From an optimization exercise on the open Yosys and OpenROAD flow, aimed at small area, a short achievable clock period and few clock cycles; shortcuts taken in it are not production practice.
Where RTL was checked, it was by simulation tests only, not by an equivalence proof against the original.
Only the layout flow was run in runs 2 to 6; the RTL was not checked for function there.
Power is estimated from default activity; no workload was simulated. No driver is modelled on the clock port, so clocking that relies on it looks cheaper here than on a real chip.

==> flow/design.v <==
module lhb_rx #(
    parameter FRAME_CAP = 100            
) (
    input  wire        clk,
    input  wire        rst,              
    input  wire        rx_valid,
    input  wire [7:0]  rx_data,
    output wire        rx_ready,
    output wire        m_valid,
    output wire [7:0]  m_data,
    output wire        m_last,
    output wire        m_empty,          
    input  wire        m_ready,
    output wire        e_valid,
    output wire [3:0]  e_code,
    output wire [7:0]  e_arg,
    output wire [15:0] e_len,
    output wire [3:0]  e_stat,
    input  wire        e_ready
);
    localparam RD_TAP   = FRAME_CAP - 1;     
    localparam RING_LEN = FRAME_CAP + 1;     
    localparam SW       = 7;                 
    localparam [1:0] E_FRAME_OVERFLOW = 2'd1;
    localparam [1:0] E_SYNC_LOST      = 2'd2;
    localparam [1:0] E_DECODE_ERROR   = 2'd3;
    reg  [8*RING_LEN-1:0] ring;
    wire [7:0] ring_last = ring[8*RING_LEN-1 -: 8];
    wire [7:0] rd_x      = ring[8*RD_TAP+7 -: 8];       
    reg        rdy_q;                    
    reg        ib_v;                     
    reg        ib_z;                     
    reg [7:0]  ib_d;
    reg        s_start;                  
    reg        s_acc0;                   
    reg        s_accb;                   
    reg        s_end;                    
    reg [6:0]  flen;                     
    reg        f_full;                   
    reg [6:0]  wblk;                     
    reg        f_bend;                   
    reg        live;                     
    reg        wrapped;                  
    reg [SW-1:0] ostage;                 
    reg [SW-1:0] nstage;                 
    reg        f_otap;                   
    reg        f_otop;                   
    reg        f_nzero;                  
    reg        f_ntap;                   
    reg        f_ntop;                   
    reg        r_sep;                    
    reg        r_pend;                   
    reg        r_body;                   
    reg        r_skip;                   
    reg [6:0]  rblk;                     
    reg        f_rone;                   
    reg        rz_x, rz_nx;              
    reg [5:0]  wseq, rseq;
    reg [5:0]  bq0, bq1;
    reg        bqv0, bqv1;
    reg        bq_pop_q;                 
    reg        vh_q;                     
    reg        vg_q;                     
    reg        mv_q, ml_q, me_q;
    reg [7:0]  md_q;
    reg        m1_v, m1_l, m1_e;
    reg [7:0]  m1_d;
    reg        ev_q;
    reg [1:0]  ec_q;
    reg        es_q;
    reg [7:0]  ea_q;
    reg [6:0]  el_q;
    assign rx_ready = rdy_q;
    assign m_valid  = mv_q;
    assign m_data   = md_q;
    assign m_last   = ml_q;
    assign m_empty  = me_q;
    assign e_valid  = ev_q;
    assign e_code   = {2'b00, ec_q};
    assign e_arg    = ea_q;
    assign e_len    = {9'd0, el_q};
    assign e_stat   = {es_q, 3'b000};
    wire slot_free = !live || (!f_otop && !wrapped);
    wire slot_next = slot_free && f_nzero;
    wire c_sync_lost = s_start && !ib_z;
    wire c_first     = s_acc0 && !ib_z;
    wire c_end       = s_accb && ib_z;
    wire c_data      = s_accb && !ib_z && !f_full;
    wire c_overflow  = s_accb && !ib_z && f_full;
    wire c_dec_err   = c_end && !f_bend;
    wire need_err    = c_sync_lost || c_dec_err || c_overflow;
    wire c_bad       = c_dec_err || c_overflow;
    wire w_ok = (!need_err || !ev_q) &&
                (!c_first || slot_free) &&
                (!s_accb || slot_next) &&
                (!c_bad || !bqv1);
    wire w_take = ib_v && w_ok;
    wire wr_body = w_take && (c_first || c_data);
    wire wr_term = w_take && s_accb && !c_data;
    wire wr_fill = !s_accb && slot_free;
    wire wrote   = wr_body || wr_term || wr_fill;
    wire v_bad   = w_take && c_bad;
    wire e_raise = w_take && need_err;
    wire [6:0] blk_load = ib_d[7] ? 7'h7F : ib_d[6:0];
    wire at_tap  = live && f_otap;
    wire r_one   = r_sep && !rz_x && rz_nx;               
    wire r_need  = r_one || r_pend;                       
    wire r_emit  = (r_need && vg_q) || r_body;
    wire r_nx_ok = !(r_sep && !rz_x && f_ntap);           
    wire r_can   = at_tap && (!r_need || vh_q) && r_nx_ok;
    wire r_take  = r_can && (!r_emit || !m1_v);
    wire v_pop   = r_take && r_need;
    wire m_emit  = r_take && r_emit;
    wire m_pop   = !mv_q || m_ready;                      
    wire [7:0] n_d = f_rone ? 8'h00 : rd_x;
    wire n_l = rz_nx;
    wire n_e = r_sep;
    wire r_last    = r_take && f_ntap;           
    wire live_d    = wrote || (live && !r_last);
    wire [SW-1:0] ostage_d = (!live || r_last) ? {SW{1'b0}} :
                             r_take ? ostage :
                             f_otop ? {SW{1'b0}} : ostage + 1'b1;
    wire [SW-1:0] nstage_d = (wrote || f_ntop) ? {SW{1'b0}} : nstage + 1'b1;
    wire otop_d    = live && f_otap && !r_take;
    wire wrapped_d = !f_ntop && (wrapped || (live && f_otop));
    reg [5:0] bq0_d, bq1_d;
    reg       bqv0_d, bqv1_d;
    always @* begin
        if (bq_pop_q) begin
            bq0_d = bq1;  bqv0_d = bqv1;
            bq1_d = bq1;  bqv1_d = 1'b0;
        end else begin
            bq0_d = bq0;  bqv0_d = bqv0;
            bq1_d = bq1;  bqv1_d = bqv1;
        end
        if (v_bad) begin
            if (!bqv0_d) begin bq0_d = wseq; bqv0_d = 1'b1; end
            else         begin bq1_d = wseq; bqv1_d = 1'b1; end
        end
    end
    wire [5:0] wseq_d = wseq + wr_term;
    wire [5:0] rseq_d = rseq + v_pop;
    wire eq_w  = (wseq == rseq);
    wire eq_w1 = (wseq + 1'b1 == rseq);
    wire eq_b0 = (bq0 == rseq);
    wire eq_b1 = (bq1 == rseq);
    wire vh_d  = wr_term ? !eq_w1 : !eq_w;
    wire push0 = v_bad && !(bq_pop_q ? bqv1 : bqv0);    
    wire vg_d  = !(push0 ? eq_w : bqv0_d && (bq_pop_q ? eq_b1 : eq_b0));
    wire free_c  = !otop_d && !wrapped_d;
    wire wrote_c = slot_free && (!s_accb || (ib_v && f_nzero && !ev_q && !bqv1));
    wire cont_c  = wrote_c || f_ntop;
    wire ev_c    = (ib_v && need_err) || (ev_q && !e_ready);
    wire bq_c    = !bqv1 && !(bqv0 && ib_v && s_accb && (ib_z ? !f_bend : f_full));
    wire rdy_d   = free_c && cont_c && !ev_c && bq_c;
    always @(posedge clk) begin
        ring  <= {ring[8*(RING_LEN-1)-1:0],
                  wrote ? (wr_body ? ib_d : 8'h00) : ring_last};
        rz_x  <= (ring[8*(RD_TAP-1)+7 -: 8] == 8'h00);
        rz_nx <= (ring[8*(RD_TAP-2)+7 -: 8] == 8'h00);
        if (w_take || !ib_v) begin
            ib_d <= rx_data;
            ib_z <= (rx_data == 8'h00);
        end
        ostage  <= ostage_d;
        nstage  <= nstage_d;
        f_otap  <= live && !r_last && (r_take || (ostage == RD_TAP-1));
        f_otop  <= otop_d;
        f_nzero <= wrote || f_ntop;
        f_ntap  <= !wrote && (nstage == RD_TAP-1);
        f_ntop  <= !wrote && f_ntap;
        if (s_start) begin
            flen   <= 7'd0;
            f_full <= 1'b0;
        end else if (wr_body) begin
            flen   <= flen + 1'b1;
            f_full <= (flen == FRAME_CAP-1);
        end
        if (w_take && (c_first || (c_data && f_bend))) begin
            wblk   <= blk_load;
            f_bend <= (blk_load == 7'd1);
        end else if (w_take && c_data) begin
            wblk   <= wblk - 1'b1;
            f_bend <= (wblk == 7'd2);
        end
        if (r_take && (r_sep || f_rone)) begin
            rblk   <= rd_x[6:0];
            f_rone <= (rd_x[6:0] == 7'd1);
        end else if (r_take) begin
            rblk   <= rblk - 1'b1;
            f_rone <= (rblk == 7'd2);
        end
        bq0 <= bq0_d;
        bq1 <= bq1_d;
        if (m_pop) begin
            md_q <= m1_v ? m1_d : n_d;
            ml_q <= m1_v ? m1_l : n_l;
            me_q <= m1_v ? m1_e : n_e;
        end
        if (!m1_v) begin
            m1_d <= n_d;
            m1_l <= n_l;
            m1_e <= n_e;
        end
        if (!ev_q) begin
            ec_q <= c_sync_lost ? E_SYNC_LOST : c_overflow ? E_FRAME_OVERFLOW : E_DECODE_ERROR;
            es_q <= c_dec_err;
            ea_q <= c_dec_err ? 8'h00 : ib_d;
            el_q <= c_sync_lost ? 7'd0 : c_overflow ? FRAME_CAP[6:0] : flen;
        end
    end
    always @(posedge clk) begin
        if (rst) begin
            rdy_q    <= 1'b1;
            ib_v     <= 1'b0;
            s_start  <= 1'b1;
            s_acc0   <= 1'b0;
            s_accb   <= 1'b0;
            s_end    <= 1'b0;
            live     <= 1'b0;
            wrapped  <= 1'b0;
            r_sep    <= 1'b1;
            r_pend   <= 1'b0;
            r_body   <= 1'b0;
            r_skip   <= 1'b0;
            wseq     <= 6'd0;
            rseq     <= 6'd0;
            bqv0     <= 1'b0;
            bqv1     <= 1'b0;
            bq_pop_q <= 1'b0;
            vh_q     <= 1'b0;
            vg_q     <= 1'b1;
            mv_q     <= 1'b0;
            m1_v     <= 1'b0;
            ev_q     <= 1'b0;
        end else begin
            rdy_q   <= rdy_d;
            ib_v    <= (rx_valid && rdy_q) || (ib_v && !w_take);
            if (w_take) begin
                s_start <= (s_end && ib_z) || c_end;
                s_acc0  <= (s_start && ib_z) || (s_acc0 && ib_z);
                s_accb  <= c_first || c_data;
                s_end   <= c_sync_lost || c_overflow || (s_end && !ib_z);
            end
            live    <= live_d;
            wrapped <= wrapped_d;
            if (r_take) begin
                r_sep  <= (r_sep && (rz_x || rz_nx)) || (r_skip && rz_x) ||
                          ((r_pend && vg_q) || r_body) && rz_nx;
                r_pend <= r_sep && !rz_x && !rz_nx;
                r_body <= ((r_pend && vg_q) || r_body) && !rz_nx;
                r_skip <= (r_skip && !rz_x) || (r_pend && !vg_q);
            end
            wseq     <= wseq_d;
            rseq     <= rseq_d;
            bqv0     <= bqv0_d;
            bqv1     <= bqv1_d;
            bq_pop_q <= v_pop && !vg_q;
            vh_q     <= vh_d;
            vg_q     <= vg_d;
            if (m_pop) begin
                mv_q <= m1_v || m_emit;
                m1_v <= 1'b0;
            end else if (m_emit)
                m1_v <= 1'b1;
            ev_q <= e_raise || (ev_q && !e_ready);
        end
    end
endmodule
==> flow/flow/run.sh <==
#!/bin/bash
# Layout flow: the standard ORFS flow, with the input and output port
# buffers inserted as sky130_fd_sc_hd__buf_2 instead of the default cell,
# and clock tree synthesis without dummy loads.
set -euo pipefail
export BUFFER_PORTS_ARGS="-buffer_cell sky130_fd_sc_hd__buf_2"
export CTS_ARGS="-sink_clustering_enable -repair_clock_nets -sink_clustering_size 30 -sink_clustering_max_diameter 100 -dont_use_dummy_load -branching_point_buffers_distance 1000"
bash standard.sh finish > standard_flow.log 2>&1
==> flow/standard.sh <==
#!/bin/bash
# synth_recipe.tcl (not shown) runs the flow's synth.tcl, then flattens the netlist and writes it again
# the make line also repeats each setting of config.mk as NAME=value (left out here)
make -C /OpenROAD-flow-scripts/flow DESIGN_CONFIG=/design/flow/config.mk WORK_HOME=/design/flow/orfs CLKGATE_MAP_FILE= SYNTH_SCRIPT=/design/flow/synth_recipe.tcl "${@:-finish}"
==> flow/config.mk <==
export PLATFORM = sky130hd
export DESIGN_NAME = lhb_rx
export DESIGN_NICKNAME = lhb_rx
export VERILOG_FILES = /design/flow/design.v
export SDC_FILE = /design/flow/constraint.sdc
export NUM_CORES = 4
export LEC_CHECK = 0
export CAP_MARGIN = 20
export CORE_MARGIN = 2
export CORE_UTILIZATION = 50
export CTS_CLUSTER_DIAMETER = 100
export CTS_CLUSTER_SIZE = 30
export PLACE_DENSITY = 0.65
export SLEW_MARGIN = 20
==> flow/constraint.sdc <==
create_clock -name core_clock -period 10.0 [get_ports {clk}]
set_input_delay 2.0000 -clock core_clock [delete_from_list [all_inputs] [get_ports {clk}]]
set_output_delay 2.0000 -clock core_clock [all_outputs]
set_load 0.01 [all_outputs]
==> flow_summary_export.csv, run 1 <==
group,metric,value,unit
floorplan,floorplan.die.width,216,um
sta,whs,317,ps
drt,detailroute.via_count,9245,
sta,final.period_utilization,31.1,%
clock_tree,cts-hold-fix-buffers,0,
sta,finalHoldViolations,0,
sta,setup_tns,0,ps
pwr,worst_ir_drop_on_vdd,126,uV
clock_tree,clkTransAtPathRegs,110,ps
yosys,synth_largest_area_cell,"sky130_fd_sc_hd__dfxtp_1",
drt,drc_errors,0,
clock_tree,h-tree-depth,2,
finish,final_cell_area,0.0242,mm^2
worst_setup_path,worstSetupEndpointType,"output pin",
floorplan,die_area,0.0466,mm^2
yosys,syn_area_per_cell,16.0,um^2
place,buffer_ports.inserted,43,
status,status,"finished clean",
pwr,power_per_cell_area,233,mW/mm^2
clock_tree,cts_max_path_buffers,3,
yosys,ys_seq_elements,944,
yosys,number_of_enable_flip_flop_cells_after_synthesis,59,
sta,maxClockFrequency,0.322,GHz
yosys,yosys.area_share.adder,0.781,%
yosys,post_synth_mux_area_share,1.20,%
yosys,synth_area_leaders,"sky130_fd_sc_hd__dfxtp_1 (79%), sky130_fd_sc_hd__edfxtp_1 (7.9%), sky130_fd_sc_hd__nor2_1 (0.85%)",
worst_setup_path,worst-endpoint-required,8000,ps
clock_tree,cts.root.buffer_cell,"sky130_fd_sc_hd__clkbuf_16",
worst_setup_path,cpMaxStageDelayCell,"sky130_fd_sc_hd__edfxtp_1",
finish,layout.cells.non_filler,2046,
floorplan,core_area,0.0442,mm^2
clock_tree,cts_resized,0,
drt,ant_nets,0,
yosys,mappedNetlistArea,0.0224,mm^2
floorplan,start_util,50.7,%
yosys,compound_gate_portion_of_the_synthesized_area,3.16,%
yosys,ys_seq_area_share,86.9,%
worst_setup_path,worst-path-buf-inv,1,
yosys,post-synth-top-count-cell,"sky130_fd_sc_hd__dfxtp_1",
drt,first_iter_violations,577,
worst_setup_path,max_stage_delay,390,ps
global_routing,grt-ovfl-total,0,
worst_setup_path,worst_setup_path_start_kind,"register",
worst_setup_path,timing.critical_path.cells,"buf_2",
worst_setup_path,regToRegStartpoint,"ev_q",
clock_tree,cts_setup_buffers,0,
global_routing,grt_pass1_wl,45000,um
sta,timing.max_slew.rel_slack,41.6,%
worst_setup_path,path_class,"reg -> out",
global_routing,track_usage,11.7,%
worst_setup_path,timing.critical_path.from,"ea_q[1]",
place,numPlacedInstances,2009,
global_routing,largest_net_degree_at_the_start_of_global_routing,36,
floorplan,ioPinCount,58,
worst_setup_path,critical_path.top_delay_family,"flip-flops",
pwr,power.static_leakage,9.38,nW
yosys,asyncSetResetFlopFracSynth,0,%
place,dpl.hpwl,15600,um
drt,drt-vias-per-instance,4.52,
job,max_cap_violation_count,0,
sta,clock_skew,27.3,ps
pwr,p_total,0.00563,W
drt,avgRoutedWirePerCell,13.1,um
yosys,synth.top_cell.area_share,79.0,%
global_routing,grt_pass1_vias,9010,
yosys,synth_warnings,1,
hold_path,holdCritStartpoint,"ring[111]",
clock_tree,worst_skew_pair.late_latency,570,ps
yosys,ys_types,65,
place,gp_congestion,0.759,
finish,diodes,0,
worst_setup_path,r2r_slack,7030,ps
yosys,synthSimpleGateAreaFrac,5.27,%
place,placed_area,0.0232,mm^2
yosys,syn-instance-count,1400,
yosys,post_synth_xor_area_fraction,1.33,%
sta,drv_slew,0,
yosys,main_combinational_cell_family_by_area_after_synthesis,"simple AND/OR/NAND/NOR gates",
finish,layout.nets,1483,
sta,worst-slew-pin-transition,875,ps
global_routing,grt_antenna_before_repair,2,
floorplan,fp-row-count,77,
sta,setup_violations,0,
drt,count_of_tritonroute_iterations_in_the_first_routing_pass,5,
clock_tree,cts_tree,"built",
hold_path,hold_class,"reg -> reg",
worst_setup_path,crit_path_max_fanout,1,
finish,areaGrowthSynthToFinish,7.71,%
clock_tree,cts_buf_count,37,
worst_setup_path,worst_ep_arrival_time,1110,ps
finish,drive_gt1_share,7.57,%
floorplan,die-height,216,um
clock_tree,cts.sink_count,944,
yosys,ys_top_cells_by_count,"sky130_fd_sc_hd__dfxtp_1 (885), sky130_fd_sc_hd__edfxtp_1 (59), sky130_fd_sc_hd__nor2_1 (51)",
sta,layout_min_cycle_time,3110,ps
sta,grt_setup_unrepaired,"no",
drt,wirelength,26900,um
yosys,main_flop_type_after_synthesis,"sky130_fd_sc_hd__dfxtp_1",
[sequential cells by signal, indices dropped and copies added (netlist names), 2 cells and up]
name    flops
bq1         6
ec_q        2
m1_d        8
el_q        7
ring      808
rblk        7
ib_d        8
nstage      7
ostage      7
md_q        8
bq0         6
wblk        7
wseq        6
flen        7
ea_q        8
rseq        6
[final timing paths]
kind / endpoint / depth (start not counted)
max: e_arg[1] / 1
min: ring[119] / 0
max reg2reg: wseq[5] / 8
min reg2reg: ring[119] / 0
[routing by layer]
metal	wire length (um)	vias to the layer above	global-route usage [%]
met1	14700	4437	18.0
met3	1040	42	2.33
met2	10500	103	16.3
met5	0	-	0
li1	-	4663	-
met4	630	0	4.32
[power breakdown]
part	internal (W)	switching [W]	total, W
sequential	0.00387	0.0000307	0.00390
clock	0.000671	0.000998	0.00167
combinational	0.0000249	0.0000430	0.0000678
total	0.00456	0.00107	0.00563
[cells in the final DEF (no fill, tap or decap), types with 11 or more instances in the layout]
cell / n
sky130_fd_sc_hd__nand3_1: 17
sky130_fd_sc_hd__edfxtp_1: 59
sky130_fd_sc_hd__clkbuf_16: 37
sky130_fd_sc_hd__xor2_1: 16
sky130_fd_sc_hd__nor3_1: 21
sky130_fd_sc_hd__mux2_2: 15
sky130_fd_sc_hd__buf_2: 43
sky130_fd_sc_hd__or4_1: 11
sky130_fd_sc_hd__a22o_1: 16
sky130_fd_sc_hd__nor2b_1: 14
sky130_fd_sc_hd__nand2_1: 34
sky130_fd_sc_hd__dfxtp_1: 885
sky130_fd_sc_hd__conb_1: 14
sky130_fd_sc_hd__inv_1: 21
sky130_fd_sc_hd__nor2_1: 51
sky130_fd_sc_hd__o21ai_0: 21
sky130_fd_sc_hd__a21oi_1: 27
sky130_fd_sc_hd__ha_1: 14
sky130_fd_sc_hd__xnor2_1: 18
[final cells by class]
cell class | count | area, um^2
clock buffer | 37 | 926
fill | 3509 | 20100
inverter | 21 | 78.8
multi-input combinational | 407 | 2690
sequential | 944 | 19500
tap | 592 | 741
timing repair buffer | 45 | 230
[kinds of logic (layout without fill, tap and decap cells)]
| kind of cell | after synthesis | count (layout) |
|---|---|---|
| AND/OR/NAND/NOR | 216 | 216 |
| other | 1 | 14 |
| buffers and inverters | 62 | 103 |
| AO/OA/AOI/OAI | 104 | 104 |
| flip-flops | 944 | 944 |
| adder cells (fa/ha/maj) | 14 | 14 |
| multiplexers | 25 | 25 |
| XOR/XNOR | 34 | 34 |
[metrics by stage]
stage               worst slack [ps]  utilization (%)
finish                          6890             54.6
global route                    6740             54.6
CTS                             6850             54.6
detailed placement              7010             52.5
global placement                7020             52.5
floorplan                       7260                -
Testbench counts, summed over its fixed seeds: cycles 11,733.
==> inputs of run 2 (changes only) <==
--- a/flow/design.v
+++ b/flow/design.v
@@ -64,6 +64,4 @@
     reg        mv_q, ml_q, me_q;
     reg [7:0]  md_q;
-    reg        m1_v, m1_l, m1_e;
-    reg [7:0]  m1_d;
     reg        ev_q;
     reg [1:0]  ec_q;
@@ -109,8 +107,8 @@
     wire r_nx_ok = !(r_sep && !rz_x && f_ntap);           
     wire r_can   = at_tap && (!r_need || vh_q) && r_nx_ok;
-    wire r_take  = r_can && (!r_emit || !m1_v);
+    wire m_pop   = !mv_q || m_ready;                      
+    wire r_take  = r_can && (!r_emit || m_pop);
     wire v_pop   = r_take && r_need;
     wire m_emit  = r_take && r_emit;
-    wire m_pop   = !mv_q || m_ready;                      
     wire [7:0] n_d = f_rone ? 8'h00 : rd_x;
     wire n_l = rz_nx;
@@ -194,12 +192,7 @@
         bq1 <= bq1_d;
         if (m_pop) begin
-            md_q <= m1_v ? m1_d : n_d;
-            ml_q <= m1_v ? m1_l : n_l;
-            me_q <= m1_v ? m1_e : n_e;
-        end
-        if (!m1_v) begin
-            m1_d <= n_d;
-            m1_l <= n_l;
-            m1_e <= n_e;
+            md_q <= n_d;
+            ml_q <= n_l;
+            me_q <= n_e;
         end
         if (!ev_q) begin
@@ -232,5 +225,4 @@
             vg_q     <= 1'b1;
             mv_q     <= 1'b0;
-            m1_v     <= 1'b0;
             ev_q     <= 1'b0;
         end else begin
@@ -259,9 +251,5 @@
             vh_q     <= vh_d;
             vg_q     <= vg_d;
-            if (m_pop) begin
-                mv_q <= m1_v || m_emit;
-                m1_v <= 1'b0;
-            end else if (m_emit)
-                m1_v <= 1'b1;
+            mv_q     <= m_emit || !m_pop;
             ev_q <= e_raise || (ev_q && !e_ready);
         end
==> flow/flow/run.sh (replaced) <==
#!/bin/bash
# Layout flow: the standard ORFS flow, with the input and output port
# buffers inserted as sky130_fd_sc_hd__buf_2 instead of the default cell.
set -euo pipefail
export BUFFER_PORTS_ARGS="-buffer_cell sky130_fd_sc_hd__buf_2"
export SETUP_SLACK_MARGIN=6.9
bash standard.sh finish > standard_flow.log 2>&1
--- a/flow/config.mk
+++ b/flow/config.mk
@@ -8,7 +8,7 @@
 export CAP_MARGIN = 20
 export CORE_MARGIN = 2
-export CORE_UTILIZATION = 50
-export CTS_CLUSTER_DIAMETER = 100
-export CTS_CLUSTER_SIZE = 30
-export PLACE_DENSITY = 0.65
+export CORE_UTILIZATION = 70
+export CTS_CLUSTER_DIAMETER = 80
+export CTS_CLUSTER_SIZE = 24
+export PLACE_DENSITY = 0.85
 export SLEW_MARGIN = 20
==> run 2 against run 1 <==
  * Still clean on timing, DRC and antenna
  * Sequential share of layout area shrank 0.38 points
  * Register-to-register slack gained 120 ps
  * Power increased by 1.1%
  * Non-clock buffer count increased by 1
==> flow_summary_export.csv, run 2 <==
group,metric,value,unit
worst_setup_path,crit_path_max_fanout,1,
worst_setup_path,timing.critical_path.cells,"buf_2",
hold_path,hold_class,"reg -> reg",
sta,final.period_utilization,31.6,%
global_routing,grt_pass1_vias,9776,
floorplan,start_util,70.6,%
yosys,synth_warnings,1,
worst_setup_path,worst_ep_arrival_time,1160,ps
yosys,syn-instance-count,1379,
yosys,main_flop_type_after_synthesis,"sky130_fd_sc_hd__dfxtp_1",
yosys,synth_largest_area_cell,"sky130_fd_sc_hd__dfxtp_1",
floorplan,ioPinCount,58,
sta,finalHoldViolations,0,
yosys,ys_types,64,
clock_tree,cts.root.buffer_cell,"sky130_fd_sc_hd__clkbuf_16",
floorplan,fp-row-count,65,
pwr,power_per_cell_area,237,mW/mm^2
yosys,syn_area_per_cell,16.1,um^2
clock_tree,cts_buf_count,44,
pwr,worst_ir_drop_on_vdd,181,uV
global_routing,grt_pass1_wl,53100,um
clock_tree,cts.sink_count,933,
floorplan,core_area,0.0314,mm^2
finish,layout.cells.most_common_list,"sky130_fd_sc_hd__dfxtp_1 (872), sky130_fd_sc_hd__nor2_1 (69), sky130_fd_sc_hd__edfxtp_1 (59)",
worst_setup_path,cpMaxStageDelayCell,"sky130_fd_sc_hd__edfxtp_1",
clock_tree,cts_tree,"built",
status,status,"finished clean",
job,max_cap_violation_count,0,
yosys,synth_area_leaders,"sky130_fd_sc_hd__dfxtp_1 (79%), sky130_fd_sc_hd__edfxtp_1 (8.0%), sky130_fd_sc_hd__nor2_1 (1.2%)",
floorplan,floorplan.die.width,182,um
finish,diodes,0,
pwr,power.static_leakage,9.54,nW
drt,first_iter_violations,732,
clock_tree,cts-hold-fix-buffers,0,
clock_tree,clkTransAtPathRegs,90,ps
sta,grt_setup_unrepaired,"yes",
finish,layout.nets,1476,
global_routing,grt-ovfl-total,0,
yosys,ys_top_cells_by_count,"sky130_fd_sc_hd__dfxtp_1 (874), sky130_fd_sc_hd__nor2_1 (69), sky130_fd_sc_hd__edfxtp_1 (59)",
drt,wirelength,33300,um
worst_setup_path,worstSetupEndpointType,"output pin",
sta,drv_slew,0,
sta,maxClockFrequency,0.317,GHz
worst_setup_path,path_class,"reg -> out",
finish,top_register,"ring",
finish,areaGrowthSynthToFinish,8.34,%
floorplan,die-height,182,um
drt,avgRoutedWirePerCell,17.9,um
place,gp_congestion,0.810,
global_routing,largest_net_degree_at_the_start_of_global_routing,32,
worst_setup_path,worst-path-buf-inv,1,
yosys,post-synth-top-count-cell,"sky130_fd_sc_hd__dfxtp_1",
finish,drive_gt1_share,8.82,%
clock_tree,worst_skew_pair.late_latency,570,ps
drt,count_of_tritonroute_iterations_in_the_first_routing_pass,4,
finish,number_of_flip_flops_under_the_largest_register_name,808,
sta,postLayoutSetupSlackWorst,6840,ps
clock_tree,h-tree-depth,2,
worst_setup_path,worst_setup_path_start_kind,"register",
floorplan,die_area,0.0331,mm^2
finish,fillerInstances,1714,
worst_setup_path,critical_path.top_delay_family,"flip-flops",
worst_setup_path,max_stage_delay,430,ps
sta,worst-slew-pin-transition,1070,ps
yosys,mappedNetlistArea,0.0222,mm^2
place,buffer_ports.inserted,43,
yosys,number_of_enable_flip_flop_cells_after_synthesis,59,
yosys,ys_seq_elements,933,
yosys,asyncSetResetFlopFracSynth,0,%
yosys,ys_seq_area_share,87.0,%
sta,layout_min_cycle_time,3160,ps
drt,drc_errors,0,
drt,detailroute.via_count,9531,
drt,ant_nets,0,
finish,final_common_cell,"sky130_fd_sc_hd__dfxtp_1",
global_routing,track_usage,20.5,%
place,dpl.hpwl,17800,um
sta,timing.max_slew.rel_slack,28.5,%
clock_tree,cts_max_path_buffers,3,
sta,setup_violations,0,
global_routing,grt_antenna_before_repair,0,
sta,clock_skew,15.9,ps
worst_setup_path,worst-endpoint-required,8000,ps
place,post-place-ws,6290,ps
drt,drt-vias-per-instance,5.11,
yosys,synth.top_cell.area_share,79.0,%
sta,setup_tns,0,ps
## run 2: cell count changes after synthesis, sizes merged, moves of 8 or more
cell	before	now
clkbuf	21	9
nor2	52	69
o21ai	24	14
a21oi	27	36
dfxtp	885	874
nor2b	14	22
a22o	16	8
## run 2: worst paths after layout
check / start / to / cells after the start / slack (ps)
min: ring[693] / ring[701] / 0 / 320
max: me_q / m_empty / 1 / 6840
min reg2reg: ring[693] / ring[701] / 0 / 320
max reg2reg: s_accb / ring[3] / 5 / 7150
## run 2: repair_timing
| item | in CTS | in global routing |
|---|---|---|
| setup endpoints to repair | 29 | 39 |
| setup buffers | 0 | 2 |
| gates resized for setup | 4 | 6 |
## run 2: area by class of cell
cell class	count	area, um^2	area share [%]
Sequential cell	933	19300	80.3
Multi-Input combinational cell	403	2700	11.3
Clock buffer	55	1140	4.76
Tap cell	402	503	2.10
Timing Repair Buffer	46	244	1.02
Inverter	21	81.3	0.339
Clock inverter	4	50.0	0.209
## run 2: power by group
group | internal, W | total, W | switching, W
Combinational | 0.0000146 | 0.0000392 | 0.0000245
Clock | 0.000817 | 0.00188 | 0.00107
Sequential | 0.00376 | 0.00377 | 0.0000102
Total | 0.00459 | 0.00569 | 0.00110
## run 2: per-layer routing
layer | part of all wire (%) | wire, um | global-route usage [%]
met1 | 44 | 14800 | 28.0
met2 | 49 | 16300 | 34.7
met3 | 4.5 | 1510 | 3.37
met4 | 2.1 | 696 | 5.61
met5 | 0 | 0 | 0
## run 2: per-stage QoR
step	instances	hold slack [ps]	total power, W	instance area [um^2]	util [%]
finish	1864	325	0.00569	24000	76.5
global route	1864	331	0.00586	24000	76.5
CTS	1862	322	0.00573	24000	76.3
detailed placement	1803	312	0.00389	22800	72.5
global placement	1803	311	0.00389	22800	72.5
floorplan	1392	310	0.00388	22300	-
## run 2: logic make-up (layout without fill, tap and decap cells)
group           count (synthesis)  count (layout)  share of synthesized area, %
xor+xnor                       36              36                          1.42
buf+inv                        56             126                          1.31
other cells                     1              14                        0.0169
flops                         933             933                          87.0
mux                            27              27                          1.33
compound gates                 93              93                          2.85
fa+ha+maj                      14              14                         0.791
simple gates                  219             219                          5.30
==> inputs of run 3 (changes only) <==
--- a/flow/flow/run.sh
+++ b/flow/flow/run.sh
@@ -4,4 +4,3 @@
 set -euo pipefail
 export BUFFER_PORTS_ARGS="-buffer_cell sky130_fd_sc_hd__buf_2"
-export SETUP_SLACK_MARGIN=6.9
 bash standard.sh finish > standard_flow.log 2>&1
==> run 3 against run 2 <==
  * Still clean on timing, DRC and antenna
  * Cell count unchanged
  * Worst setup slack worse by 840 ps
  * Register-to-register slack lost 60 ps
  * Synthesized cell count did not move
  * Hold slack better by 1.5 ps
  * Critical path depth is 6 higher
  * Critical path type is now in -> reg
==> flow_summary_export.csv, run 3 <==
group,metric,value,unit
finish,fillerInstances,1704,
clock_tree,cts_setup_buffers,0,
clock_tree,cts.root.buffer_cell,"sky130_fd_sc_hd__clkbuf_16",
sta,clock_skew,12.2,ps
worst_setup_path,timing.critical_path.from,"m_ready",
yosys,ys_seq_elements,933,
pwr,p_total,0.00572,W
finish,number_of_flip_flops_under_the_largest_register_name,808,
drt,drt-vias-per-instance,5.19,
yosys,ys_seq_area_share,87.0,%
floorplan,ioPinCount,58,
yosys,synth_warnings,1,
sta,drv_slew,0,
finish,diodes,0,
finish,top_register,"ring",
finish,layout.nets,1474,
yosys,syn_area_per_cell,16.1,um^2
place,buffer_ports.inserted,43,
worst_setup_path,regToRegStartpoint,"s_accb",
clock_tree,h-tree-depth,2,
status,status,"finished clean",
clock_tree,cts_tree,"built",
worst_setup_path,path_class,"in -> reg",
yosys,synth_largest_area_cell,"sky130_fd_sc_hd__dfxtp_1",
yosys,main_flop_type_after_synthesis,"sky130_fd_sc_hd__dfxtp_1",
sta,setup_tns,0,ps
worst_setup_path,worst_ep_arrival_time,4480,ps
place,gp_congestion,0.800,
finish,layout.cells.most_common_list,"sky130_fd_sc_hd__dfxtp_1 (874), sky130_fd_sc_hd__nor2_1 (69), sky130_fd_sc_hd__edfxtp_1 (59)",
clock_tree,worst_skew_pair.late_latency,560,ps
drt,drc_errors,0,
sta,finalHoldViolations,0,
sta,final.period_utilization,40.0,%
global_routing,grt_pass1_vias,10200,
floorplan,start_util,70.6,%
worst_setup_path,worst_setup_path_start_kind,"input port",
yosys,asyncSetResetFlopFracSynth,0,%
hold_path,holdCritStartpoint,"ring[340]",
place,dpl.hpwl,19200,um
finish,areaGrowthSynthToFinish,8.08,%
hold_path,hold_class,"reg -> reg",
worst_setup_path,worst-endpoint-required,10480,ps
drt,ant_nets,0,
pwr,power_per_cell_area,239,mW/mm^2
job,max_cap_violation_count,0,
sta,setup_violations,0,
yosys,mappedNetlistArea,0.0222,mm^2
place,placed_area,0.0227,mm^2
finish,drive_gt1_share,8.07,%
global_routing,grt_pass1_wl,54700,um
drt,detailroute.via_count,9678,
sta,grt_setup_unrepaired,"no",
floorplan,die_area,0.0331,mm^2
drt,count_of_tritonroute_iterations_in_the_first_routing_pass,5,
floorplan,fp-row-count,65,
sta,maxClockFrequency,0.250,GHz
clock_tree,cts_buf_count,44,
drt,first_iter_violations,838,
pwr,worst_ir_drop_on_vdd,206,uV
global_routing,grt-ovfl-total,0,
floorplan,die-height,182,um
floorplan,core_area,0.0314,mm^2
yosys,ys_top_cells_by_count,"sky130_fd_sc_hd__dfxtp_1 (874), sky130_fd_sc_hd__nor2_1 (69), sky130_fd_sc_hd__edfxtp_1 (59)",
floorplan,floorplan.die.width,182,um
global_routing,grt_antenna_before_repair,0,
global_routing,track_usage,21.3,%
yosys,synth_area_leaders,"sky130_fd_sc_hd__dfxtp_1 (79%), sky130_fd_sc_hd__edfxtp_1 (8.0%), sky130_fd_sc_hd__nor2_1 (1.2%)",
yosys,ys_types,64,
drt,avgRoutedWirePerCell,18.5,um
worst_setup_path,worstSetupEndpointType,"register",
drt,wirelength,34400,um
sta,layout_min_cycle_time,4000,ps
yosys,post-synth-top-count-cell,"sky130_fd_sc_hd__dfxtp_1",
clock_tree,cts_max_path_buffers,3,
clock_tree,cts-hold-fix-buffers,0,
clock_tree,cts.sink_count,933,
clock_tree,clkTransAtPathRegs,100,ps
yosys,synth.top_cell.area_share,79.0,%
global_routing,largest_net_degree_at_the_start_of_global_routing,32,
pwr,power.static_leakage,9.54,nW
yosys,number_of_enable_flip_flop_cells_after_synthesis,59,
finish,final_common_cell,"sky130_fd_sc_hd__dfxtp_1",
yosys,syn-instance-count,1379,
sta,worst-slew-pin-transition,1080,ps
sta,timing.max_slew.rel_slack,27.5,%
clock_tree,cts_resized,0,
finish,final_cell_area,0.0239,mm^2
worst_setup_path,r2r_slack,7090,ps
worst_setup_path,crit_path_max_fanout,28,
[run 3: cell counts after synthesis]
No cell type changed its count.
[run 3: per-stage QoR]
step                hold WS, ps  worst slack [ps]  utilization [%]  cells
finish                      326              6000             76.3   1864
global route                327              5890             76.3   1864
global placement            311              5780             72.4   1803
floorplan                   310              6450                -   1392
CTS                         324              6090             76.2   1864
detailed placement          312              5560             72.4   1803
[run 3: worst paths after layout]
kind	cells after the start	to
min	0	ring[348]
min reg2reg	0	ring[348]
max reg2reg	5	live
max	7	ostage[2]
[run 3: critical path: stages]
cell                       delay [ps]
sky130_fd_sc_hd__buf_2             90
sky130_fd_sc_hd__nand2b_1         440
sky130_fd_sc_hd__a21o_1           380
sky130_fd_sc_hd__nand3_2          170
sky130_fd_sc_hd__inv_1            410
sky130_fd_sc_hd__or4b_2           770
sky130_fd_sc_hd__a21oi_1          210
[run 3: cells by family after synthesis]
group | count (synthesis) | share of synthesized area (%)
other | 1 | 0.0169
muxes | 27 | 1.33
and+or+nand+nor | 219 | 5.30
adders and majority gates | 14 | 0.791
buffers and inverters | 56 | 1.31
DFF | 933 | 87.0
AOI/OAI and AO/OA | 93 | 2.85
xor gates and xnor gates | 36 | 1.42
[run 3: power by group]
group / internal (W) / switching, W / total (W)
Sequential: 0.00376 / 0.0000118 / 0.00377
Combinational: 0.0000139 / 0.0000249 / 0.0000388
Clock: 0.000846 / 0.00106 / 0.00191
Total: 0.00462 / 0.00110 / 0.00572
[run 3: final cells by class]
class	count	area [um^2]	area share [%]
Inverter	21	78.8	0.329
Clock buffer	59	1200	5.01
Sequential cell	933	19300	80.5
Clock inverter	2	21.3	0.0888
Multi-Input combinational cell	403	2650	11.1
Tap cell	402	503	2.10
Timing Repair Buffer	44	223	0.930
[run 3: layer usage]
| metal | track usage (%) | vias up | share of wire [%] |
|---|---|---|---|
| met3 | 2.83 | 78 | 4.5 |
| met1 | 28.3 | 4680 | 43 |
| li1 | - | 4600 | - |
| met2 | 36.8 | 320 | 50 |
| met4 | 6.48 | 0 | 2.5 |
| met5 | 0 | - | 0 |
==> inputs of run 4 (changes only) <==
--- a/flow/design.v
+++ b/flow/design.v
@@ -29,7 +29,4 @@
     wire [7:0] rd_x      = ring[8*RD_TAP+7 -: 8];       
     reg        rdy_q;                    
-    reg        ib_v;                     
-    reg        ib_z;                     
-    reg [7:0]  ib_d;
     reg        s_start;                  
     reg        s_acc0;                   
@@ -64,4 +61,6 @@
     reg        mv_q, ml_q, me_q;
     reg [7:0]  md_q;
+    reg        m1_v, m1_l, m1_e;
+    reg [7:0]  m1_d;
     reg        ev_q;
     reg [1:0]  ec_q;
@@ -80,25 +79,21 @@
     assign e_stat   = {es_q, 3'b000};
     wire slot_free = !live || (!f_otop && !wrapped);
-    wire slot_next = slot_free && f_nzero;
-    wire c_sync_lost = s_start && !ib_z;
-    wire c_first     = s_acc0 && !ib_z;
-    wire c_end       = s_accb && ib_z;
-    wire c_data      = s_accb && !ib_z && !f_full;
-    wire c_overflow  = s_accb && !ib_z && f_full;
+    wire w_take      = rx_valid && rdy_q;
+    wire b_z         = (rx_data == 8'h00);
+    wire c_sync_lost = s_start && !b_z;
+    wire c_first     = s_acc0 && !b_z;
+    wire c_end       = s_accb && b_z;
+    wire c_data      = s_accb && !b_z && !f_full;
+    wire c_overflow  = s_accb && !b_z && f_full;
     wire c_dec_err   = c_end && !f_bend;
     wire need_err    = c_sync_lost || c_dec_err || c_overflow;
     wire c_bad       = c_dec_err || c_overflow;
-    wire w_ok = (!need_err || !ev_q) &&
-                (!c_first || slot_free) &&
-                (!s_accb || slot_next) &&
-                (!c_bad || !bqv1);
-    wire w_take = ib_v && w_ok;
     wire wr_body = w_take && (c_first || c_data);
     wire wr_term = w_take && s_accb && !c_data;
     wire wr_fill = !s_accb && slot_free;
-    wire wrote   = wr_body || wr_term || wr_fill;
+    wire wrote   = s_accb ? w_take : slot_free;
     wire v_bad   = w_take && c_bad;
     wire e_raise = w_take && need_err;
-    wire [6:0] blk_load = ib_d[7] ? 7'h7F : ib_d[6:0];
+    wire [6:0] blk_load = rx_data[7] ? 7'h7F : rx_data[6:0];
     wire at_tap  = live && f_otap;
     wire r_one   = r_sep && !rz_x && rz_nx;               
@@ -107,8 +102,8 @@
     wire r_nx_ok = !(r_sep && !rz_x && f_ntap);           
     wire r_can   = at_tap && (!r_need || vh_q) && r_nx_ok;
-    wire m_pop   = !mv_q || m_ready;                      
-    wire r_take  = r_can && (!r_emit || m_pop);
+    wire r_take  = r_can && (!r_emit || !m1_v);
     wire v_pop   = r_take && r_need;
     wire m_emit  = r_take && r_emit;
+    wire m_pop   = !mv_q || m_ready;                      
     wire [7:0] n_d = f_rone ? 8'h00 : rd_x;
     wire n_l = rz_nx;
@@ -147,18 +142,12 @@
     wire vg_d  = !(push0 ? eq_w : bqv0_d && (bq_pop_q ? eq_b1 : eq_b0));
     wire free_c  = !otop_d && !wrapped_d;
-    wire wrote_c = slot_free && (!s_accb || (ib_v && f_nzero && !ev_q && !bqv1));
-    wire cont_c  = wrote_c || f_ntop;
-    wire ev_c    = (ib_v && need_err) || (ev_q && !e_ready);
-    wire bq_c    = !bqv1 && !(bqv0 && ib_v && s_accb && (ib_z ? !f_bend : f_full));
-    wire rdy_d   = free_c && cont_c && !ev_c && bq_c;
+    wire cont_c  = wrote || f_ntop;
+    wire ev_d    = e_raise || (ev_q && !e_ready);
+    wire rdy_d   = free_c && cont_c && !ev_d && !bqv1_d;
     always @(posedge clk) begin
         ring  <= {ring[8*(RING_LEN-1)-1:0],
-                  wrote ? (wr_body ? ib_d : 8'h00) : ring_last};
+                  wrote ? (wr_body ? rx_data : 8'h00) : ring_last};
         rz_x  <= (ring[8*(RD_TAP-1)+7 -: 8] == 8'h00);
         rz_nx <= (ring[8*(RD_TAP-2)+7 -: 8] == 8'h00);
-        if (w_take || !ib_v) begin
-            ib_d <= rx_data;
-            ib_z <= (rx_data == 8'h00);
-        end
         ostage  <= ostage_d;
         nstage  <= nstage_d;
@@ -192,12 +181,17 @@
         bq1 <= bq1_d;
         if (m_pop) begin
-            md_q <= n_d;
-            ml_q <= n_l;
-            me_q <= n_e;
+            md_q <= m1_v ? m1_d : n_d;
+            ml_q <= m1_v ? m1_l : n_l;
+            me_q <= m1_v ? m1_e : n_e;
+        end
+        if (!m1_v) begin
+            m1_d <= n_d;
+            m1_l <= n_l;
+            m1_e <= n_e;
         end
         if (!ev_q) begin
             ec_q <= c_sync_lost ? E_SYNC_LOST : c_overflow ? E_FRAME_OVERFLOW : E_DECODE_ERROR;
             es_q <= c_dec_err;
-            ea_q <= c_dec_err ? 8'h00 : ib_d;
+            ea_q <= c_dec_err ? 8'h00 : rx_data;
             el_q <= c_sync_lost ? 7'd0 : c_overflow ? FRAME_CAP[6:0] : flen;
         end
@@ -206,5 +200,4 @@
         if (rst) begin
             rdy_q    <= 1'b1;
-            ib_v     <= 1'b0;
             s_start  <= 1'b1;
             s_acc0   <= 1'b0;
@@ -225,13 +218,13 @@
             vg_q     <= 1'b1;
             mv_q     <= 1'b0;
+            m1_v     <= 1'b0;
             ev_q     <= 1'b0;
         end else begin
             rdy_q   <= rdy_d;
-            ib_v    <= (rx_valid && rdy_q) || (ib_v && !w_take);
             if (w_take) begin
-                s_start <= (s_end && ib_z) || c_end;
-                s_acc0  <= (s_start && ib_z) || (s_acc0 && ib_z);
+                s_start <= (s_end && b_z) || c_end;
+                s_acc0  <= (s_start && b_z) || (s_acc0 && b_z);
                 s_accb  <= c_first || c_data;
-                s_end   <= c_sync_lost || c_overflow || (s_end && !ib_z);
+                s_end   <= c_sync_lost || c_overflow || (s_end && !b_z);
             end
             live    <= live_d;
@@ -251,6 +244,10 @@
             vh_q     <= vh_d;
             vg_q     <= vg_d;
-            mv_q     <= m_emit || !m_pop;
-            ev_q <= e_raise || (ev_q && !e_ready);
+            if (m_pop) begin
+                mv_q <= m1_v || m_emit;
+                m1_v <= 1'b0;
+            end else if (m_emit)
+                m1_v <= 1'b1;
+            ev_q <= ev_d;
         end
     end
--- a/flow/config.mk
+++ b/flow/config.mk
@@ -9,6 +9,6 @@
 export CORE_MARGIN = 2
 export CORE_UTILIZATION = 70
-export CTS_CLUSTER_DIAMETER = 80
-export CTS_CLUSTER_SIZE = 24
+export CTS_CLUSTER_DIAMETER = 100
+export CTS_CLUSTER_SIZE = 30
 export PLACE_DENSITY = 0.85
 export SLEW_MARGIN = 20
==> run 4 against run 3 <==
  * Still clean on timing, DRC and antenna
  * Final area shrank 2.0%
  * Global-route usage shrank 1.9 points
  * Hold slack is essentially flat
  * Non-clock buffer count shrank 1
  * Largest cell class unchanged
  * Highest routed layer unchanged
==> flow_summary_export.csv, run 4 <==
group,metric,value,unit
global_routing,grt_antenna_before_repair,0,
place,buffer_ports.inserted,43,
yosys,main_flop_type_after_synthesis,"sky130_fd_sc_hd__dfxtp_1",
worst_setup_path,worst-r2r-cell-count,9,
drt,drc_errors,0,
worst_setup_path,critical_path.top_delay_family,"simple AND/OR/NAND/NOR gates",
place,placed_area,0.0224,mm^2
yosys,asyncSetResetFlopFracSynth,0,%
yosys,ys_seq_elements,933,
sta,drv_slew,0,
finish,fillerInstances,1712,
place,post-place-ws,5810,ps
yosys,mappedNetlistArea,0.0219,mm^2
floorplan,die_area,0.0327,mm^2
sta,setup_violations,0,
finish,final_cell_area,0.0235,mm^2
place,numPlacedInstances,1781,
yosys,synth_warnings,1,
worst_setup_path,max_stage_delay,750,ps
yosys,ys_types,58,
job,max_cap_violation_count,0,
yosys,synth_largest_area_cell,"sky130_fd_sc_hd__dfxtp_1",
clock_tree,worst_skew_pair.late_latency,560,ps
sta,maxClockFrequency,0.268,GHz
yosys,post-synth-top-count-cell,"sky130_fd_sc_hd__dfxtp_1",
sta,final.period_utilization,37.3,%
clock_tree,cts_setup_buffers,0,
floorplan,floorplan.die.width,181,um
worst_setup_path,worst_setup_path_start_kind,"input port",
clock_tree,h-tree-depth,2,
worst_setup_path,regToRegStartpoint,"live",
finish,areaGrowthSynthToFinish,7.23,%
floorplan,fp-row-count,64,
drt,first_iter_violations,581,
drt,detailroute.via_count,9276,
drt,drt-vias-per-instance,5.07,
hold_path,hold_class,"reg -> reg",
yosys,syn-instance-count,1374,
sta,finalHoldViolations,0,
finish,layout.cells.non_filler,1830,
clock_tree,cts.sink_count,933,
yosys,synth_area_leaders,"sky130_fd_sc_hd__dfxtp_1 (81%), sky130_fd_sc_hd__edfxtp_1 (6.9%), sky130_fd_sc_hd__nand2_1 (0.84%)",
worst_setup_path,reg2reg_to,"rseq[4]",
finish,diodes,0,
clock_tree,cts_buf_count,37,
clock_tree,cts_tree,"built",
floorplan,ioPinCount,58,
floorplan,start_util,71.4,%
sta,setup_tns,0,ps
finish,number_of_flip_flops_under_the_largest_register_name,808,
worst_setup_path,timing.critical_path.cells,"buf_2 -> nor4_1 -> a21oi_1 -> nor3_1 -> ha_1 -> ha_1 -> nand3_1 -> xor2_1 -> nor2_1",
worst_setup_path,worst-path-stages,9,
worst_setup_path,cpMaxStageDelayCell,"sky130_fd_sc_hd__nor4_1",
pwr,power_per_cell_area,240,mW/mm^2
sta,worst-slew-pin-transition,854,ps
clock_tree,clkTransAtPathRegs,110,ps
finish,final_common_cell,"sky130_fd_sc_hd__dfxtp_1",
clock_tree,cts_max_path_buffers,3,
sta,grt_setup_unrepaired,"no",
worst_setup_path,crit_path_max_fanout,5,
floorplan,die-height,181,um
drt,count_of_tritonroute_iterations_in_the_first_routing_pass,7,
yosys,number_of_enable_flip_flop_cells_after_synthesis,50,
finish,layout.nets,1451,
finish,ff_latch_area,0.0192,mm^2
floorplan,core_area,0.0307,mm^2
finish,drive_gt1_share,7.74,%
global_routing,grt_pass1_wl,50600,um
drt,ant_nets,0,
worst_setup_path,worst-path-buf-inv,1,
worst_setup_path,cp-endpoint,"wseq[4]",
worst_setup_path,timing.critical_path.from,"rx_data[2]",
clock_tree,cts_resized,0,
global_routing,track_usage,19.4,%
sta,clock_skew,41.8,ps
worst_setup_path,worst-endpoint-required,10420,ps
pwr,p_total,0.00564,W
yosys,syn_area_per_cell,15.9,um^2
place,dpl.hpwl,17500,um
global_routing,grt_pass1_vias,9618,
sta,postLayoutSetupSlackWorst,6270,ps
yosys,synth.top_cell.area_share,80.8,%
worst_setup_path,worst_ep_arrival_time,4150,ps
worst_setup_path,r2r_slack,7260,ps
pwr,power.static_leakage,9.22,nW
finish,layout.cells.most_common_list,"sky130_fd_sc_hd__dfxtp_1 (883), sky130_fd_sc_hd__edfxtp_1 (50), sky130_fd_sc_hd__nand2_1 (49), sky130_fd_sc_hd__nor2_1 (49), sky130_fd_sc_hd__buf_2 (43)",
worst_setup_path,critical_path.most_common_cell,"sky130_fd_sc_hd__ha_1",
finish,multi_input_comb_area,0.00245,mm^2
worst_setup_path,worstSetupEndpointType,"register",
worst_setup_path,path_class,"in -> reg",
sta,layout_min_cycle_time,3730,ps
sta,timing.max_slew.rel_slack,42.6,%
clock_tree,cts-hold-fix-buffers,0,
clock_tree,cts.root.buffer_cell,"sky130_fd_sc_hd__clkbuf_16",
place,gp_congestion,0.805,
drt,avgRoutedWirePerCell,17.3,um
status,status,"finished clean",
global_routing,largest_net_degree_at_the_start_of_global_routing,32,
yosys,ys_seq_area_share,87.6,%
finish,top_register,"ring",
drt,wirelength,31600,um
global_routing,grt-ovfl-total,0,
pwr,worst_ir_drop_on_vdd,199,uV
yosys,ys_top_cells_by_count,"sky130_fd_sc_hd__dfxtp_1 (883), sky130_fd_sc_hd__edfxtp_1 (50), sky130_fd_sc_hd__nand2_1 (49), sky130_fd_sc_hd__nor2_1 (49), sky130_fd_sc_hd__o21ai_0 (27)",
-- run 4: worst reg2reg max path: cells and delay by family, from the launching register on --
family | cells | cell delay, ps
and+or+nand+nor | 5 | 1160
AOI/OAI and AO/OA | 1 | 220
DFF | 1 | 620
adders and majority gates | 2 | 460
xor gates and xnor gates | 1 | 150
-- run 4: metal layers --
metal  global-route usage, %  wire length (um)
met1                    26.1             14000
met2                    32.8             15300
met3                    3.31              1690
met4                    5.52               675
met5                       0                 0
-- run 4: worst min-delay path by stage --
stage / from / depth (start not counted) / end / slack, ps
3_5_place_dp: ring[423] / 0 / ring[431] / 310
5_1_grt: ring[673] / 0 / ring[681] / 340
6_report: ring[338] / 0 / ring[346] / 330
3_3_place_gp: ring[428] / 0 / ring[436] / 310
4_1_cts: ring[678] / 0 / ring[686] / 320
2_1_floorplan: ring[92] / 0 / ring[100] / 310
-- run 4: cell type report --
type                            count  area share, %
Clock buffer                       47           4.29
Clock inverter                      2          0.165
Inverter                           21          0.336
Multi-Input combinational cell    388           10.5
Sequential cell                   933           81.7
Tap cell                          396           2.11
Timing Repair Buffer               43          0.917
-- run 4: kinds of logic after synthesis --
kind of cell	share of synthesized area (%)
buf+inv	1.41
simple gates	4.92
fa+ha+maj	0.800
xor+xnor	1.56
other cells	0.0171
mux	0.858
flops	87.6
compound gates	2.80
-- run 4: through the flow --
stage,hold WS [ps],utilization (%)
final,326,76.5
after CTS,321,76.5
after global routing,335,76.5
after floorplan,310,-
after global placement,311,73.1
after detailed placement,312,73.1
-- run 4: power breakdown --
group          switching [W]  internal (W)  leakage, nW
registers          0.0000234       0.00381         7.63
logic              0.0000321     0.0000167         1.09
clock network        0.00103      0.000725        0.506
total                0.00109       0.00455         9.22
==> inputs of run 5 (changes only) <==
--- a/flow/design.v
+++ b/flow/design.v
@@ -132,8 +132,9 @@
         end
     end
-    wire [5:0] wseq_d = wseq + wr_term;
+    wire [5:0] wseq_p1 = wseq + 1'b1;
+    wire [5:0] wseq_d  = wr_term ? wseq_p1 : wseq;
     wire [5:0] rseq_d = rseq + v_pop;
     wire eq_w  = (wseq == rseq);
-    wire eq_w1 = (wseq + 1'b1 == rseq);
+    wire eq_w1 = (wseq_p1 == rseq);
     wire eq_b0 = (bq0 == rseq);
     wire eq_b1 = (bq1 == rseq);
--- a/flow/flow/run.sh
+++ b/flow/flow/run.sh
@@ -4,3 +4,4 @@
 set -euo pipefail
 export BUFFER_PORTS_ARGS="-buffer_cell sky130_fd_sc_hd__buf_2"
+export SETUP_SLACK_MARGIN=6.9
 bash standard.sh finish > standard_flow.log 2>&1
==> run 5 against run 4 <==
  * Cell count rose by 0.87%
  * Largest cell class unchanged
  * Die area barely moved
  * Final area rose by 1.3%
  * Synthesized cell count fell by 0.15%
  * Still clean on timing, DRC and antenna
  * Maximum frequency rose by 16%
  * Non-clock buffer count rose by 17
  * Register-to-register slack improved by 110 ps
  * Clock power barely moved
  * Sequential power barely moved
  * Critical path type is now reg -> out
  * Worst setup slack improved by 520 ps
  * Global-route usage rose by 0.41 points
  * Sequential cell count did not move
==> flow_summary_export.csv, run 5 <==
group,metric,value,unit
finish,layout.cells.most_common_list,"sky130_fd_sc_hd__dfxtp_1 (881), sky130_fd_sc_hd__nor2_1 (57), sky130_fd_sc_hd__edfxtp_1 (50)",
finish,top_register,"ring",
drt,avgRoutedWirePerCell,18.0,um
hold_path,hold-path-endpoint,"ring[381]",
pwr,p_total,0.00565,W
pwr,power.static_leakage,9.35,nW
pwr,power_per_cell_area,238,mW/mm^2
yosys,synth.top_cell.area_share,80.7,%
worst_setup_path,cpMaxStageDelayCell,"sky130_fd_sc_hd__edfxtp_1",
worst_setup_path,critical_path.top_delay_family,"flip-flops",
floorplan,fp-row-count,64,
drt,drc_errors,0,
sta,setup_violations,0,
yosys,synth_warnings,1,
drt,wirelength,33300,um
drt,drt-vias-per-instance,5.06,
worst_setup_path,path_class,"reg -> out",
clock_tree,cts.root.buffer_cell,"sky130_fd_sc_hd__clkbuf_16",
sta,grt_setup_unrepaired,"yes",
sta,worst-slew-pin-transition,772,ps
worst_setup_path,crit_path_max_fanout,1,
worst_setup_path,regToRegStartpoint,"m1_v",
clock_tree,cts_buf_count,37,
sta,setup_tns,0,ps
worst_setup_path,max_stage_delay,480,ps
finish,diodes,0,
global_routing,grt_pass1_wl,51500,um
floorplan,start_util,71.4,%
finish,final_common_cell,"sky130_fd_sc_hd__dfxtp_1",
yosys,synth_largest_area_cell,"sky130_fd_sc_hd__dfxtp_1",
yosys,number_of_enable_flip_flop_cells_after_synthesis,50,
worst_setup_path,worst_setup_path_start_kind,"register",
sta,final.period_utilization,32.1,%
place,gp_congestion,0.854,
worst_setup_path,timing.critical_path.cells,"buf_2",
yosys,ys_top_cells_by_count,"sky130_fd_sc_hd__dfxtp_1 (883), sky130_fd_sc_hd__nor2_1 (60), sky130_fd_sc_hd__edfxtp_1 (50)",
yosys,mappedNetlistArea,0.0219,mm^2
clock_tree,cts.sink_count,933,
job,max_cap_violation_count,0,
yosys,ys_seq_area_share,87.6,%
clock_tree,clkTransAtPathRegs,120,ps
place,buffer_ports.inserted,43,
clock_tree,h-tree-depth,2,
hold_path,depth_of_the_worst_hold_timing_path,0,
sta,timing.max_slew.rel_slack,48.5,%
finish,areaGrowthSynthToFinish,8.62,%
clock_tree,cts_tree,"built",
global_routing,track_usage,19.8,%
yosys,synth_area_leaders,"sky130_fd_sc_hd__dfxtp_1 (81%), sky130_fd_sc_hd__edfxtp_1 (6.9%), sky130_fd_sc_hd__nor2_1 (1.0%)",
floorplan,core_area,0.0307,mm^2
finish,final_cell_area,0.0238,mm^2
finish,drive_gt1_share,9.38,%
worst_setup_path,worst-r2r-cell-count,8,
finish,layout.nets,1463,
floorplan,floorplan.die.width,181,um
status,status,"finished clean",
place,placed_area,0.0225,mm^2
sta,whs,327,ps
hold_path,holdCritStartpoint,"ring[373]",
finish,number_of_flip_flops_under_the_largest_register_name,808,
global_routing,largest_net_degree_at_the_start_of_global_routing,33,
yosys,ys_seq_elements,933,
pwr,worst_ir_drop_on_vdd,241,uV
worst_setup_path,worst-endpoint-required,8000,ps
drt,ant_nets,0,
worst_setup_path,reg2reg_to,"rseq[4]",
yosys,syn_area_per_cell,16.0,um^2
worst_setup_path,worstSetupEndpointType,"output pin",
hold_path,hold_class,"reg -> reg",
yosys,post-synth-top-count-cell,"sky130_fd_sc_hd__dfxtp_1",
yosys,syn-instance-count,1372,
drt,first_iter_violations,641,
floorplan,die_area,0.0327,mm^2
sta,clock_skew,45.5,ps
global_routing,grt_pass1_vias,9669,
yosys,ys_types,57,
sta,finalHoldViolations,0,
clock_tree,worst_skew_pair.late_latency,560,ps
drt,detailroute.via_count,9339,
floorplan,die-height,181,um
sta,drv_slew,0,
global_routing,grt-ovfl-total,0,
drt,count_of_tritonroute_iterations_in_the_first_routing_pass,6,
yosys,main_flop_type_after_synthesis,"sky130_fd_sc_hd__dfxtp_1",
global_routing,grt_antenna_before_repair,0,
worst_setup_path,worst_ep_arrival_time,1210,ps
yosys,asyncSetResetFlopFracSynth,0,%
worst_setup_path,r2r_slack,7370,ps
worst_setup_path,worst-path-buf-inv,1,
place,dpl.hpwl,18100,um
sta,maxClockFrequency,0.311,GHz
sta,layout_min_cycle_time,3210,ps
floorplan,ioPinCount,58,
clock_tree,cts_max_path_buffers,3,
run 5: worst max-delay path by stage:
stage | from | to | slack, ps | cells after the start
final | ea_q[5] | e_arg[5] | 6790 | 1
after global routing | rx_data[2] | bq0[2] | 6760 | 6
after CTS | ea_q[5] | e_arg[5] | 6780 | 1
after detailed placement | rx_data[7] | bq0[4] | 6140 | 6
after global placement | rx_data[7] | f_bend | 5920 | 5
after floorplan | rx_data[7] | bq0[4] | 6490 | 5
run 5: cells by family (layout without fill, tap and decap cells):
family,count (synthesis),count (layout),synth area share [%]
compound gates,86,86,2.46
xor+xnor,45,45,1.80
fa+ha+maj,12,12,0.686
buf+inv,65,130,1.47
flops,933,933,87.6
mux,24,24,1.18
other cells,1,14,0.0171
simple gates,206,206,4.78
run 5: routing by layer:
layer | share of wire [%] | vias up | track usage, %
met4 | 2.3 | 0 | 4.81
met5 | 0 | - | 0
met1 | 45 | 4500 | 27.0
met3 | 4.1 | 64 | 3.23
met2 | 49 | 239 | 33.7
li1 | - | 4536 | -
run 5: timing repair:
item                                   CTS  global route
setup endpoints to repair               39            44
hold buffers                             0             0
endpoints found under the hold margin    0             0
pin swaps                                7             5
resized for setup                       14            13
setup buffers                            8             7
run 5: area by class of cell:
class,instances,area (um^2)
Tap cell,396,495
Sequential cell,933,19200
Inverter,19,71.3
Multi-Input combinational cell,387,2590
Fill cell,1599,6890
Clock inverter,2,46.3
Timing Repair Buffer,60,402
Clock buffer,49,992
run 5: power by group:
group          internal (W)  switching [W]
clock network      0.000715        0.00104
logic             0.0000237      0.0000378
registers           0.00381      0.0000249
total               0.00455        0.00110
run 5: stage by stage:
stage	setup WS [ps]	utilization, %	cells
3_5_place_dp	6140	73.5	1780
2_1_floorplan	6490	-	1385
3_3_place_gp	5920	73.4	1779
6_report	6790	77.5	1846
5_1_grt	6760	77.5	1846
4_1_cts	6780	77.2	1839
==> inputs of run 6 (changes only) <==
--- a/flow/flow/run.sh
+++ b/flow/flow/run.sh
@@ -4,4 +4,3 @@
 set -euo pipefail
 export BUFFER_PORTS_ARGS="-buffer_cell sky130_fd_sc_hd__buf_2"
-export SETUP_SLACK_MARGIN=6.9
 bash standard.sh finish > standard_flow.log 2>&1
==> run 6 against run 5 <==
  * Clock-buffer cell count is 2 lower
  * Register-to-register slack better by 20 ps
  * Sequential share of layout area is 1.1 points higher
  * Power is 0.69% lower
  * Worst setup slack worse by 480 ps
  * Via count is 1.8% lower
  * Sequential cell count stayed put
  * Wire length is 8.7% lower
==> flow_summary_export.csv, run 6 <==
group,metric,value,unit
drt,detailroute.via_count,9172,
finish,top_register,"ring",
floorplan,start_util,71.4,%
global_routing,grt_pass1_wl,49500,um
clock_tree,worst_skew_pair.late_latency,570,ps
yosys,asyncSetResetFlopFracSynth,0,%
floorplan,die-height,181,um
status,status,"finished clean",
finish,layout.cells.most_common_list,"sky130_fd_sc_hd__dfxtp_1 (883), sky130_fd_sc_hd__nor2_1 (60), sky130_fd_sc_hd__edfxtp_1 (50)",
worst_setup_path,path_class,"in -> reg",
sta,clock_skew,31.2,ps
clock_tree,cts.sink_count,933,
worst_setup_path,cpMaxStageDelayCell,"sky130_fd_sc_hd__nor4_1",
pwr,power.static_leakage,9.23,nW
clock_tree,cts_tree,"built",
finish,diodes,0,
yosys,synth_warnings,1,
clock_tree,cts_buf_count,37,
yosys,ys_top_cells_by_count,"sky130_fd_sc_hd__dfxtp_1 (883), sky130_fd_sc_hd__nor2_1 (60), sky130_fd_sc_hd__edfxtp_1 (50)",
global_routing,grt_antenna_before_repair,0,
finish,number_of_flip_flops_under_the_largest_register_name,808,
sta,finalHoldViolations,0,
job,max_cap_violation_count,0,
worst_setup_path,critical_path.top_delay_family,"simple AND/OR/NAND/NOR gates",
yosys,syn-instance-count,1372,
global_routing,grt_pass1_vias,9400,
drt,avgRoutedWirePerCell,16.6,um
yosys,main_flop_type_after_synthesis,"sky130_fd_sc_hd__dfxtp_1",
pwr,comb_power_share,0.9,%
worst_setup_path,crit_path_max_fanout,17,
sta,maxClockFrequency,0.271,GHz
pwr,power_per_cell_area,239,mW/mm^2
sta,grt_setup_unrepaired,"no",
sta,layout_min_cycle_time,3690,ps
pwr,switching_power,0.00109,W
place,gp_congestion,0.772,
global_routing,track_usage,18.9,%
clock_tree,h-tree-depth,2,
clock_tree,cts-hold-fix-buffers,0,
finish,final_common_cell,"sky130_fd_sc_hd__dfxtp_1",
clock_tree,cts_resized,0,
place,placed_area,0.0224,mm^2
pwr,sequentialPowerShare,68.3,%
floorplan,core_area,0.0307,mm^2
pwr,cell_internal_pwr,0.00453,W
finish,final_cell_area,0.0235,mm^2
pwr,power_frac_clock,30.8,%
clock_tree,clkTransAtPathRegs,100,ps
yosys,ys_seq_elements,933,
yosys,mappedNetlistArea,0.0219,mm^2
finish,layout.nets,1447,
yosys,syn_area_per_cell,16.0,um^2
finish,areaGrowthSynthToFinish,7.16,%
worst_setup_path,worst-endpoint-required,10300,ps
yosys,synth_area_leaders,"sky130_fd_sc_hd__dfxtp_1 (81%), sky130_fd_sc_hd__edfxtp_1 (6.9%), sky130_fd_sc_hd__nor2_1 (1.0%)",
yosys,synth_largest_area_cell,"sky130_fd_sc_hd__dfxtp_1",
drt,drc_errors,0,
worst_setup_path,worst_ep_arrival_time,3990,ps
pwr,worst_ir_drop_on_vdd,209,uV
sta,setup_tns,0,ps
sta,timing.max_slew.rel_slack,34.9,%
worst_setup_path,worst_setup_path_start_kind,"input port",
drt,first_iter_violations,678,
global_routing,largest_net_degree_at_the_start_of_global_routing,33,
worst_setup_path,max_stage_delay,800,ps
worst_setup_path,r2r_slack,7390,ps
sta,worst-slew-pin-transition,970,ps
place,buffer_ports.inserted,43,
sta,drv_slew,0,
clock_tree,cts.root.buffer_cell,"sky130_fd_sc_hd__clkbuf_16",
clock_tree,cts_max_path_buffers,3,
floorplan,ioPinCount,58,
floorplan,die_area,0.0327,mm^2
yosys,number_of_enable_flip_flop_cells_after_synthesis,50,
sta,final.period_utilization,36.9,%
pwr,power.share.switching,19.3,%
place,dpl.hpwl,18400,um
finish,drive_gt1_share,7.32,%
hold_path,hold_class,"reg -> reg",
drt,ant_nets,0,
drt,wirelength,30400,um
drt,count_of_tritonroute_iterations_in_the_first_routing_pass,5,
yosys,ys_types,57,
finish,ff_latch_area,0.0192,mm^2
worst_setup_path,timing.critical_path.cells,"buf_2 -> nor4_1 -> a221oi_2 -> buf_4 -> o21ai_2 -> mux2i_1",
yosys,synth.top_cell.area_share,80.7,%
worst_setup_path,worstSetupEndpointType,"register",
sta,setup_violations,0,
yosys,ys_seq_area_share,87.6,%
floorplan,floorplan.die.width,181,um
finish,fillerInstances,1732,
floorplan,fp-row-count,64,
drt,drt-vias-per-instance,5.01,
yosys,post-synth-top-count-cell,"sky130_fd_sc_hd__dfxtp_1",
global_routing,grt-ovfl-total,0,
finish,multi_input_comb_area,0.00246,mm^2
clock_tree,cts_setup_buffers,0,
worst_setup_path,worst-path-buf-inv,2,
[run 6: final timing paths]
kind	start	endpoint	cells past startpoint
max	rx_data[1]	wblk[3]	6
min	ring[457]	ring[465]	0
max reg2reg	live	rseq[4]	9
min reg2reg	ring[457]	ring[465]	0
[run 6: metrics by stage]
stage | cells | worst slack (ps) | hold slack (ps) | power, W | utilization [%]
2_1_floorplan | 1385 | 6330 | 310 | 0.00394 | -
3_3_place_gp | 1779 | 5710 | 310 | 0.00396 | 73.1
3_5_place_dp | 1779 | 5750 | 312 | 0.00397 | 73.1
4_1_cts | 1830 | 6340 | 320 | 0.00565 | 76.5
5_1_grt | 1830 | 6140 | 331 | 0.00579 | 76.5
6_report | 1830 | 6310 | 322 | 0.00561 | 76.5
[run 6: logic make-up (layout without fill, tap and decap cells)]
kind of cell	Yosys count	after routing	synth area share [%]
AO/OA/AOI/OAI	86	86	2.46
XOR/XNOR	45	45	1.80
adder cells (fa/ha/maj)	12	12	0.686
buffers and inverters	65	114	1.47
flip-flops	933	933	87.6
multiplexers	24	24	1.18
other	1	14	0.0171
AND/OR/NAND/NOR	206	206	4.78
[run 6: routing by layer]
| layer | track usage, % | vias up | routed length, um |
|---|---|---|---|
| met5 | 0 | - | 0 |
| met4 | 4.97 | 0 | 582 |
| met3 | 2.86 | 48 | 1140 |
| met2 | 31.0 | 178 | 14300 |
| met1 | 26.9 | 4449 | 14300 |
| li1 | - | 4497 | - |
[run 6: worst reg2reg max path, stage by stage, from the launching register on]
cell	delay (ps)
sky130_fd_sc_hd__dfxtp_1	510
sky130_fd_sc_hd__nand2_1	150
sky130_fd_sc_hd__a221o_1	390
sky130_fd_sc_hd__or3_1	540
sky130_fd_sc_hd__nor2_1	150
sky130_fd_sc_hd__ha_1	230
sky130_fd_sc_hd__ha_1	210
sky130_fd_sc_hd__nand3_1	100
sky130_fd_sc_hd__xor2_1	150
sky130_fd_sc_hd__nor2_1	50
[run 6: area by class of cell]
class                      count  share of cell area (%)
sequential                   933                    81.7
multi-input combinational    387                    10.5
clock buffer                  47                    4.11
tap                          396                    2.11
timing repair buffer          44                   0.949
inverter                      19                   0.304
clock inverter                 4                   0.288
[run 6: power groups by stage]
stage                     clock network (W)  registers (W)  logic [W]
after CTS                           0.00176        0.00383  0.0000498
after global placement                    0        0.00391  0.0000465
after global routing                0.00190        0.00384  0.0000550
after floorplan                           0        0.00391  0.0000337
final                               0.00173        0.00383  0.0000499
after detailed placement                  0        0.00392  0.0000489

port drivers added, routing unchanged:
How much do the figures lean on ideal ports? The routed layouts below were timed once more, with nothing changed but the port constraints. Step 1 sets driving cells, clkbuf_16 on the clock port and buf_2 on the other inputs (assumed; they add their load-dependent delay and slew). Step 2 also shifts input and output timing later by t, the mid clock arrival at the registers, as if the neighbouring blocks saw the same clock. a / b / c = no drivers / after step 1 / after step 2; a / b = the first two.
| run | t, ns | setup slack, ns |
|---|---|---|
| run 1 | 0.605 | 6.894 / 6.841 / 6.996 |
| run 2 | 0.608 | 6.842 / 6.792 / 6.412 |
| run 3 | 0.602 | 6.002 / 6.031 / 5.429 |
| run 4 | 0.587 | 6.269 / 6.293 / 5.705 |
| run 5 | 0.585 | 6.788 / 6.739 / 6.226 |
| run 6 | 0.604 | 6.307 / 6.341 / 5.737 |
After both steps every run listed still meets setup and hold.
